What follows belongs to an exercise in optimizing a design on an open flow for small area; a production flow would make more cautious choices.
Only simulation tests tie the RTL to the original design; equivalence was not proved.
No activity file was given, so power comes from the tool's default toggle rates.

P:
==> flow/design.v <==
module crc_link (
    input  wire        clk,
    input  wire        rst,
    input  wire        op_valid,
    input  wire [3:0]  op_code,
    input  wire [7:0]  op_arg,
    input  wire        tick,
    output wire [5:0]  stat,          
    output wire [2:0]  op_status,
    output reg  [15:0] crc,
    output reg  [2:0]  rx_err,
    output reg  [7:0]  rx_len,
    output wire [15:0] rx_crc_calc,
    output wire [15:0] rx_crc_recv,
    output wire        txm_re,
    output wire [7:0]  txm_addr,
    input  wire [7:0]  txm_rdata,
    output wire        rxm_we,
    output wire [8:0]  rxm_addr,
    output wire [7:0]  rxm_wdata,
    output wire        txd,
    input  wire        rxd
);
    function [15:0] crc_step;
        input [15:0] c;
        input [7:0]  d;
        reg   [7:0]  x;
        begin
            x = c[15:8] ^ d;
            x = x ^ {4'h0, x[7:4]};
            crc_step = {c[7:0], 8'h00} ^ {x[3:0], 12'h000} ^ {3'b000, x, 5'b00000}
                     ^ {8'h00, x};
        end
    endfunction
    wire op_crc_init = op_valid && (op_code == 4'h1);
    wire op_crc_byte = op_valid && (op_code == 4'h2);
    wire op_tx_frame = op_valid && (op_code == 4'h4);
    wire op_rx_start = op_valid && (op_code == 4'h5);
    always @(posedge clk) begin
        if (rst || op_crc_init)
            crc <= 16'h0000;
        else if (op_crc_byte)
            crc <= crc_step(crc, op_arg);
    end
    localparam [2:0] T_IDLE = 3'd0, T_S = 3'd1, T_H0 = 3'd2, T_H1 = 3'd3,
                     T_PY = 3'd4, T_CH = 3'd5, T_CL = 3'd6, T_E = 3'd7;
    reg  [2:0]  tp;       
    reg  [7:0]  ta;       
    reg  [7:0]  tlen;
    reg  [15:0] tcrc;     
    reg  [10:0] tsr;
    reg  [2:0]  tbc;      
    wire tx_busy  = |tp;
    wire t_idle   = ~|tsr[10:1];
    wire t_fetch  = tsr[10] & tsr[0];
    wire t_start  = tsr[10] & ~tsr[0];    
    wire t_adv    = tx_busy & t_idle;
    wire t_more   = (ta != tlen);
    wire t_crc    = tp[2] & ~(tp[1] & tp[0]);  
    reg  [2:0]  tp_next;
    always @* begin
        case (tp)
            T_S:     tp_next = T_H0;
            T_H0:    tp_next = T_H1;
            T_H1,
            T_PY:    tp_next = t_more ? T_PY : T_CH;
            T_CH:    tp_next = T_CL;
            T_CL:    tp_next = T_E;
            default: tp_next = T_IDLE;
        endcase
    end
    reg  [7:0]  t_byte;
    always @* begin
        case (tp)
            T_H0:    t_byte = 8'h02;
            T_H1:    t_byte = tlen;
            T_PY:    t_byte = txm_rdata;
            T_CH,
            T_CL:    t_byte = tcrc[15:8];
            default: t_byte = 8'h03;
        endcase
    end
    assign txm_re   = t_adv && (tp == T_H1 || tp == T_PY) && t_more;
    assign txm_addr = ta;
    assign txd      = tsr[0];
    wire t_bit = tsr[tbc + 4'd1];
    wire t_fb  = tcrc[15] ^ t_bit;
    always @(posedge clk) begin
        if (rst) begin
            tp   <= T_IDLE;
            tsr  <= 11'd1;
            tcrc <= 16'h0000;
        end else begin
            if (!tx_busy) begin
                if (op_tx_frame) begin
                    tp   <= T_S;
                    tlen <= op_arg;
                    ta   <= 8'h00;
                end
            end else if (t_adv) begin
                tp <= tp_next;
                if (tp != T_E)
                    tsr[10] <= 1'b1;
            end
            if (t_fetch) begin
                tsr <= {2'b11, t_byte, 1'b0};
                if (tp == T_PY)
                    ta <= ta + 8'd1;
            end else if (!t_idle && tbc == 3'd0) begin
                tsr <= {1'b0, tsr[10:1]};
            end
            if (t_start && t_crc)
                tcrc <= {tcrc[14:0], 1'b0} ^ (t_fb ? 16'h1021 : 16'h0000);
        end
        tbc <= t_fetch ? 3'd7 : tbc - 3'd1;
    end
    reg         rxd_m, rxd_s;
    reg  [10:0] rsr;
    reg  [2:0]  rbc;
    wire r_done  = rsr[0];
    wire r_ready = r_done | ~|rsr[10:1];
    wire urx_push = r_done & rsr[10];
    wire urx_ferr = r_done & ~rsr[10];
    wire [7:0] urx_data = rsr[9:2];
    always @(posedge clk) begin
        if (rst) begin
            rxd_m <= 1'b1;
            rxd_s <= 1'b1;
            rsr   <= 11'd0;
        end else begin
            rxd_m <= rxd;
            rxd_s <= rxd_m;
            if (r_ready)
                rsr <= rxd_s ? 11'd0 : 11'h400;
            else if (rbc == 3'd0)
                rsr <= {rxd_s, rsr[10:1]};
        end
        rbc <= r_ready ? 3'd3 : rbc - 3'd1;
    end
    reg  [63:0] fmem;
    reg  [3:0]  fcnt;
    wire       f_ne    = ~fcnt[3];
    wire       f_full  = (fcnt == 4'd7);
    wire       f_push  = urx_push & ~f_full;
    wire       f_ovr   = urx_push & f_full;
    wire [7:0] f_dout  = fmem[{fcnt[2:0], 3'b000} +: 8];
    wire       f_pop;
    always @(posedge clk) begin
        if (f_push)
            fmem <= {fmem[55:0], urx_data};
        if (rst)
            fcnt <= 4'hF;
        else if (f_push != f_pop)
            fcnt <= f_push ? fcnt + 4'd1 : fcnt - 4'd1;
    end
    reg  ferr_flag, ovr_flag;
    reg  d_rcv, d_done;
    wire rx_go = op_rx_start && !d_rcv;
    always @(posedge clk) begin
        if (rst) begin
            ferr_flag <= 1'b0;
            ovr_flag  <= 1'b0;
        end else begin
            if (urx_ferr)
                ferr_flag <= 1'b1;
            else if (rx_go)
                ferr_flag <= 1'b0;
            if (f_ovr)
                ovr_flag <= 1'b1;
            else if (rx_go)
                ovr_flag <= 1'b0;
        end
    end
    localparam [6:0] TIM_LAST = 7'b1001011;   
    reg  [8:0]  dcnt;
    reg  [6:0]  dtim;     
    reg  [15:0] rcrc;
    reg  [7:0]  p1, p2;   
    wire link_err = ferr_flag | ovr_flag;
    assign f_pop  = d_rcv & ~link_err & f_ne;
    wire d_at1    = (dcnt == 9'd1);
    wire [6:0] de_a   = dcnt[8:2];
    wire [6:0] de_b   = ~{1'b0, rx_len[7:2]};
    wire       d_end  = (dcnt[1:0] == rx_len[1:0]) &&
                        ((de_a ^ de_b) == {de_a[5:0] | de_b[5:0], 1'b0});
    wire d_badhdr = d_at1 & (p1 != 8'h02);
    wire d_crcen  = (|dcnt[8:2]) & ~d_end;
    wire d_fin    = f_pop & (d_badhdr | d_end);
    wire d_tmo    = tick & (dtim == TIM_LAST) & ~d_fin;
    wire [6:0] dtim_next = {dtim[5:0], ~(dtim[6] ^ dtim[5])};
    wire [2:0] d_verdict = d_badhdr            ? 3'd3 :
                           (f_dout != 8'h03)   ? 3'd5 :
                           (rcrc == {p2, p1})  ? 3'd0 : 3'd4;
    always @(posedge clk) begin
        if (rst) begin
            d_rcv  <= 1'b0;
            d_done <= 1'b0;
            rx_len <= 8'h00;
            rx_err <= 3'd0;
        end else if (!d_rcv) begin
            if (rx_go) begin
                d_rcv  <= 1'b1;
                d_done <= 1'b0;
                rx_len <= 8'h00;
                rx_err <= 3'd0;
            end
        end else if (link_err) begin
            d_rcv  <= 1'b0;
            d_done <= 1'b1;
            rx_err <= 3'd1;
        end else begin
            if (f_pop && d_at1 && !d_badhdr)
                rx_len <= f_dout;
            if (d_fin) begin
                d_rcv  <= 1'b0;
                d_done <= 1'b1;
                rx_err <= d_verdict;
            end else if (d_tmo) begin
                d_rcv  <= 1'b0;
                d_done <= 1'b1;
                rx_err <= 3'd2;
            end
        end
    end
    always @(posedge clk) begin
        if (rx_go) begin
            dcnt <= 9'd0;
            dtim <= 7'd0;
            rcrc <= 16'h0000;
        end else begin
            if (f_pop) begin
                dcnt <= dcnt + 9'd1;
                if (!d_end)
                    {p2, p1} <= {p1, f_dout};
                if (d_crcen)
                    rcrc <= crc_step(rcrc, p2);
            end
            if (d_rcv && !link_err && tick)
                dtim <= dtim_next;
        end
    end
    wire crc_vis = d_done & ~rx_err[1] & ~rx_err[0];    
    assign rx_crc_calc = crc_vis ? rcrc : 16'h0000;
    assign rx_crc_recv = crc_vis ? {p2, p1} : 16'h0000;
    assign rxm_we      = f_pop;
    assign rxm_addr    = dcnt;
    assign rxm_wdata   = f_dout;
    reg ost;
    always @(posedge clk) begin
        if (rst)
            ost <= 1'b0;
        else if (op_tx_frame)
            ost <= tx_busy;
        else if (op_rx_start)
            ost <= d_rcv;
    end
    assign op_status = {2'b00, ost};
    assign stat = {ovr_flag, ferr_flag, f_ne, d_done, d_rcv, tx_busy};
endmodule
export LEC_CHECK = 0
export CAP_MARGIN = 20
export CORE_MARGIN = 2
export CORE_UTILIZATION = 60
export SLEW_MARGIN = 20
create_clock -name core_clock -period 10.0 [get_ports {clk}]
standard.sh (not shown) runs the stock make flow with config.mk's settings and CLKGATE_MAP_FILE= SYNTH_SCRIPT=/design/flow/synth_recipe.tcl, a recipe that flattens the netlist after the stock synthesis.
==> flow/flow/run.sh <==
#!/bin/bash
# The standard layout (standard.sh) with three changes to how the layout is
# made: an area-oriented ABC script for the combinational logic (flow/area.abc;
# the rest of synthesis is synth_recipe.tcl unchanged), the smallest buffer cell
# for the port buffers, and clock-tree settings for a small clock tree.
# standard.sh's own output goes to standard.log; ORFS keeps each step's log
# under orfs/logs/.
set -euo pipefail
cd "$(dirname "$0")/.."
W=$PWD
export BUFFER_PORTS_ARGS="-buffer_cell sky130_fd_sc_hd__buf_1"
export CTS_ARGS="-sink_clustering_enable -repair_clock_nets -dont_use_dummy_load -sink_clustering_size 30 -sink_clustering_max_diameter 120 -buf_list sky130_fd_sc_hd__clkbuf_16"
{
  printf 'proc abc {args} {\n'
  printf '  set i [lsearch -exact $args -script]\n'
  printf '  if {$i >= 0} { lset args [expr {$i + 1}] %s }\n' "$W/flow/area.abc"
  printf '  yosys abc {*}$args\n}\n'
  cat synth_recipe.tcl
} > own_synth.tcl
sed "s|SYNTH_SCRIPT=[^ ]*|SYNTH_SCRIPT=$W/own_synth.tcl|" standard.sh > own_standard.sh
grep -q "SYNTH_SCRIPT=$W/own_synth.tcl" own_standard.sh
bash own_standard.sh > standard.log 2>&1
==> flow/flow/area.abc <==
&get -n
&st
&deepsyn -J 100 -T 600
&dch -f
&nf -a -F 8 -A 16
&st
&dch -f
&nf -a -F 8 -A 16
&st
&dch -f
&nf -a -F 8 -A 16
&put
P reached the final stage; the timing, design-rule and antenna checks on its layout passed.
[inputs] Q vs P
- a change of CORE_UTILIZATION from 60 to 40
==> flow/flow/run.sh <==
#!/bin/bash
# The standard layout (standard.sh) with these changes to how the layout
# is made:
#  - an area-oriented ABC script (flow/area.abc) maps the combinational logic;
#    the rest of synthesis is synth_recipe.tcl unchanged, so the registers are
#    the standard synthesis's;
#  - yosys's pass-through buffers (insbuf) and the port buffers use the
#    smallest buffer cell, sky130_fd_sc_hd__buf_1;
#  - clock-tree settings for a small clock tree without dummy loads.
# standard.sh's output goes to standard.log here; ORFS keeps each step's log
# under orfs/logs/.
set -euo pipefail
cd "$(dirname "$0")/.."
W=$PWD
export BUFFER_PORTS_ARGS="-buffer_cell sky130_fd_sc_hd__buf_1"
export CTS_ARGS="-sink_clustering_enable -repair_clock_nets -dont_use_dummy_load -sink_clustering_size 20 -sink_clustering_max_diameter 50 -buf_list sky130_fd_sc_hd__clkbuf_8"
{
  printf 'proc abc {args} {\n'
  printf '  set i [lsearch -exact $args -script]\n'
  printf '  if {$i >= 0} { lset args [expr {$i + 1}] %s }\n' "$W/flow/area.abc"
  printf '  yosys abc {*}$args\n}\n'
  cat synth_recipe.tcl
} > own_synth.tcl
sed -e "s|SYNTH_SCRIPT=[^ ]*|SYNTH_SCRIPT=$W/own_synth.tcl MIN_BUF_CELL_AND_PORTS='sky130_fd_sc_hd__buf_1 A X'|" \
  standard.sh > own_standard.sh
grep -q "SYNTH_SCRIPT=$W/own_synth.tcl MIN_BUF" own_standard.sh
bash own_standard.sh > standard.log 2>&1
[summary]
Of P and Q, Q shows the lower final clock period utilization by the worst path, with P above it. Met1 wire length: Q vs P up 15%. Number of DRC violations after detailed-routing iteration 0 of Q falls short of that of P by more than a quarter. Q against P: post-route worst hold slack now sits lower, synthesized area now sits lower, die area now sits higher, leakage power of the design now sits higher. Delta(met2 layer usage reported by global route, Q - P) < 0. Per the comparison of Q with P, share of the core filled with cells shrank by 22 points, final standard cell area without fillers picked up an extra 2.0%, clock input transition at the sequential cells of the worst setup and hold paths now smaller. Q vs P, launch point of the critical path: fcnt[1] vs fcnt[0].
Edits applied to the flow inputs when going from Q to R:
- changing CORE_UTILIZATION from 40 to 60
--- a/flow/flow/run.sh
+++ b/flow/flow/run.sh
@@ -15,3 +15,3 @@
 export BUFFER_PORTS_ARGS="-buffer_cell sky130_fd_sc_hd__buf_1"
-export CTS_ARGS="-sink_clustering_enable -repair_clock_nets -dont_use_dummy_load -sink_clustering_size 20 -sink_clustering_max_diameter 50 -buf_list sky130_fd_sc_hd__clkbuf_8"
+export CTS_ARGS="-sink_clustering_enable -repair_clock_nets -dont_use_dummy_load -sink_clustering_size 36 -sink_clustering_max_diameter 70 -buf_list sky130_fd_sc_hd__clkbuf_16"
 {
[summary]
- The final layouts of R and Q pass the timing, design-rule and antenna checks.
- Delta (R minus Q): synthesis-to-layout area growth down 1.9 points; share of total power consumed by net switching down 0.70 points; total routing resource utilization after global routing up 7.6 points.
diff inputs: R => S
- a change of CORE_UTILIZATION from 60 to 40
--- a/flow/flow/run.sh
+++ b/flow/flow/run.sh
@@ -15,3 +15,3 @@
 export BUFFER_PORTS_ARGS="-buffer_cell sky130_fd_sc_hd__buf_1"
-export CTS_ARGS="-sink_clustering_enable -repair_clock_nets -dont_use_dummy_load -sink_clustering_size 36 -sink_clustering_max_diameter 70 -buf_list sky130_fd_sc_hd__clkbuf_16"
+export CTS_ARGS="-sink_clustering_enable -repair_clock_nets -dont_use_dummy_load -sink_clustering_size 30 -sink_clustering_max_diameter 120 -buf_list sky130_fd_sc_hd__clkbuf_16"
 {
Findings:
Looking at growth of design area from synthesis to finish across S and R, the one that comes out higher is S.
Cmp S vs R: slew at the pin with the worst max-slew slack higher in S
Comparing the two runs side by side, S comes out behind R on final area.
S leaves more setup margin than R.
~same first-pass GRT wire length in S and R
Comparing starting utilization of the core area for S and R, the smaller number came from S.
S against R; cell count after placement is up by a little under 10%.
Compared with R, S shows internal cell power lower by about 1.3%.
The following lists how T was set up differently from S:
- CORE_UTILIZATION changed from 40 to 70
--- a/flow/flow/run.sh
+++ b/flow/flow/run.sh
@@ -15,3 +15,3 @@
 export BUFFER_PORTS_ARGS="-buffer_cell sky130_fd_sc_hd__buf_1"
-export CTS_ARGS="-sink_clustering_enable -repair_clock_nets -dont_use_dummy_load -sink_clustering_size 30 -sink_clustering_max_diameter 120 -buf_list sky130_fd_sc_hd__clkbuf_16"
+export CTS_ARGS="-sink_clustering_enable -repair_clock_nets -dont_use_dummy_load -sink_clustering_size 30 -sink_clustering_max_diameter 40 -buf_list sky130_fd_sc_hd__clkbuf_16"
 {
--- outcome ---
On number of non-clock buffers in the layout, the higher figure sits with S, not T. Looking at total routing usage reported by global routing across T and S, the one that comes out higher is T. Total negative slack: S vs T identical. Comparing T and S, the lower final non-filler cell area is on S. Cell with the largest stage delay on the worst path: sky130_fd_sc_hd__dfxtp_1 -> S, sky130_fd_sc_hd__a2111oi_0 -> T.

Starts from the design.v that is shown in full above.
export LEC_CHECK = 0
export CAP_MARGIN = 20
export CORE_MARGIN = 2
export CORE_UTILIZATION = 40
export SLEW_MARGIN = 20
create_clock -name core_clock -period 10.0 [get_ports {clk}]
==> flow/flow/run.sh <==
#!/bin/bash
# The standard layout (standard.sh) with three changes to how the layout is
# made: an area-oriented ABC script for the combinational logic (flow/area.abc;
# the rest of synthesis is synth_recipe.tcl unchanged), the smallest buffer cell
# for the port buffers, and clock-tree settings for a small clock tree.
# standard.sh's own output goes to standard.log; ORFS keeps each step's log
# under orfs/logs/.
set -euo pipefail
cd "$(dirname "$0")/.."
W=$PWD
export BUFFER_PORTS_ARGS="-buffer_cell sky130_fd_sc_hd__buf_1"
export CTS_ARGS="-sink_clustering_enable -repair_clock_nets -dont_use_dummy_load -sink_clustering_size 20 -sink_clustering_max_diameter 60 -buf_list {sky130_fd_sc_hd__clkbuf_4 sky130_fd_sc_hd__clkbuf_8}"
{
  printf 'proc abc {args} {\n'
  printf '  set i [lsearch -exact $args -script]\n'
  printf '  if {$i >= 0} { lset args [expr {$i + 1}] %s }\n' "$W/flow/area.abc"
  printf '  yosys abc {*}$args\n}\n'
  cat synth_recipe.tcl
} > own_synth.tcl
sed "s|SYNTH_SCRIPT=[^ ]*|SYNTH_SCRIPT=$W/own_synth.tcl|" standard.sh > own_standard.sh
grep -q "SYNTH_SCRIPT=$W/own_synth.tcl" own_standard.sh
bash own_standard.sh > standard.log 2>&1
Scripts as last shown in full above: flow/flow/area.abc
The first run completed with no timing, DRC or antenna violations.
Then changed:
==> flow/flow/run.sh (replaced) <==
#!/bin/bash
# The standard layout (standard.sh) with these changes to how the layout
# is made:
#  - an area-oriented ABC script (flow/area.abc) maps the combinational logic;
#    the rest of synthesis is synth_recipe.tcl unchanged, so the registers are
#    the standard synthesis's;
#  - yosys's pass-through buffers (insbuf) and the port buffers use the
#    smallest buffer cell, sky130_fd_sc_hd__buf_1;
#  - clock-tree settings for a small clock tree without dummy loads.
# standard.sh's output goes to standard.log here; ORFS keeps each step's log
# under orfs/logs/.
set -euo pipefail
cd "$(dirname "$0")/.."
W=$PWD
export BUFFER_PORTS_ARGS="-buffer_cell sky130_fd_sc_hd__buf_1"
export CTS_ARGS="-sink_clustering_enable -repair_clock_nets -dont_use_dummy_load -sink_clustering_size 24 -sink_clustering_max_diameter 100 -buf_list sky130_fd_sc_hd__clkbuf_16"
{
  printf 'proc abc {args} {\n'
  printf '  set i [lsearch -exact $args -script]\n'
  printf '  if {$i >= 0} { lset args [expr {$i + 1}] %s }\n' "$W/flow/area.abc"
  printf '  yosys abc {*}$args\n}\n'
  cat synth_recipe.tcl
} > own_synth.tcl
sed -e "s|SYNTH_SCRIPT=[^ ]*|SYNTH_SCRIPT=$W/own_synth.tcl MIN_BUF_CELL_AND_PORTS='sky130_fd_sc_hd__buf_1 A X'|" \
  standard.sh > own_standard.sh
grep -q "SYNTH_SCRIPT=$W/own_synth.tcl MIN_BUF" own_standard.sh
bash own_standard.sh > standard.log 2>&1
--- a/flow/flow/area.abc
+++ b/flow/flow/area.abc
@@ -3 +3 @@
-&deepsyn -J 100 -T 600
+&deepsyn -J 2000 -T 3000
Routed wire length falls by 2.4%.
Count of clock-buffer cells in the layout falls by 7.
Design area barely changes.
Critical path depth is unchanged.
Combinational power rises by about 7%.
Then changed:
--- a/flow/flow/run.sh
+++ b/flow/flow/run.sh
@@ -16 +16 @@
-export CTS_ARGS="-sink_clustering_enable -repair_clock_nets -dont_use_dummy_load -sink_clustering_size 24 -sink_clustering_max_diameter 100 -buf_list sky130_fd_sc_hd__clkbuf_16"
+export CTS_ARGS="-sink_clustering_enable -repair_clock_nets -dont_use_dummy_load -sink_clustering_size 22 -sink_clustering_max_diameter 55 -buf_list sky130_fd_sc_hd__clkbuf_8"
--- a/flow/flow/area.abc
+++ b/flow/flow/area.abc
@@ -3 +3 @@
-&deepsyn -J 2000 -T 3000
+&deepsyn -J 100 -T 600
The new run finished clean; sequential power stays flat; global-route usage came out higher by 0.17 points; routed wire length came out higher by 1.5%; cell area came out higher by 0.35%; first-iteration DRC count came out lower by 20%.
Then changed:
--- a/flow/flow/run.sh
+++ b/flow/flow/run.sh
@@ -16 +16 @@
-export CTS_ARGS="-sink_clustering_enable -repair_clock_nets -dont_use_dummy_load -sink_clustering_size 22 -sink_clustering_max_diameter 55 -buf_list sky130_fd_sc_hd__clkbuf_8"
+export CTS_ARGS="-sink_clustering_enable -repair_clock_nets -dont_use_dummy_load -sink_clustering_size 36 -sink_clustering_max_diameter 50 -buf_list sky130_fd_sc_hd__clkbuf_16"
- CORE_UTILIZATION: 40 -> 70
What happened:
- The new run went through all stages and came out clean
- die area is lower by 42%
- cell area stays flat
- synthesized area stays the same
- sequential cell count stays the same
- power goes up by 7.3%
Then changed:
--- a/flow/flow/run.sh
+++ b/flow/flow/run.sh
@@ -16 +16 @@
-export CTS_ARGS="-sink_clustering_enable -repair_clock_nets -dont_use_dummy_load -sink_clustering_size 36 -sink_clustering_max_diameter 50 -buf_list sky130_fd_sc_hd__clkbuf_16"
+export CTS_ARGS="-sink_clustering_enable -repair_clock_nets -dont_use_dummy_load -sink_clustering_size 24 -sink_clustering_max_diameter 100 -buf_list sky130_fd_sc_hd__clkbuf_16"
- CAP_MARGIN: 20 -> 0
- CORE_UTILIZATION: 70 -> 40
- SLEW_MARGIN: 20 -> 0
The new run produced a clean layout. Wire length came out higher by about 1.4%. Non-clock buffer count came out higher by 2. Utilization came out lower by 34 points. Synthesized area stays the same. Hold slack barely changes. Die area came out higher by about 70%. Setup slack gains 190 ps.

==> what the ideal ports hide <==
The flow's constraints put no driver on any port. The routed layouts listed below were extracted and timed again, unchanged, in two steps.
Step 1 assumes that a clkbuf_16 drives the clock port and a buf_2 every other input.
Step 2 adds t to the input delays and takes it off the output delays; t is the mean of the earliest and latest rising clock arrival at the registers after step 1. Input paths then give back, and output paths get back, about the clock's delay inside the block.
Slacks: ideal ports / drivers / drivers and shift; pairs: ideal ports / drivers.
run | shift t [ns] | setup WS [ns] | worst setup path at the end | worst register clock-pin slew, ns | worst data-port slew with drivers (ns)
P | 0.472 | 5.212 / 5.169 / 5.304 | input to register | 0.11 / 0.11 | 0.05
Q | 0.551 | 5.430 / 5.392 / 5.485 | input to register | 0.10 / 0.10 | 0.05
R | 0.495 | 5.305 / 5.262 / 5.353 | input to register | 0.12 / 0.12 | 0.04
S | 0.479 | 5.467 / 5.427 / 5.545 | input to register | 0.12 / 0.12 | 0.05
T | 0.549 | 5.210 / 5.166 / 5.347 | input to register | 0.07 / 0.07 | 0.03
the first run of note 2 | 0.542 | 5.386 / 5.344 / 5.487 | input to register | 0.12 / 0.12 | 0.06
the second run of note 2 | 0.502 | 5.363 / 5.317 / 5.443 | input to register | 0.10 / 0.10 | 0.03
the third run of note 2 | 0.544 | 5.402 / 5.364 / 5.500 | input to register | 0.12 / 0.12 | 0.05
the fourth run of note 2 | 0.504 | 5.315 / 5.275 / 5.330 | input to register | 0.08 / 0.08 | 0.03
the fifth run of note 2 | 0.498 | 5.510 / 5.467 / 5.526 | input to register | 0.10 / 0.10 | 0.05
After both steps every run listed still meets setup and hold.
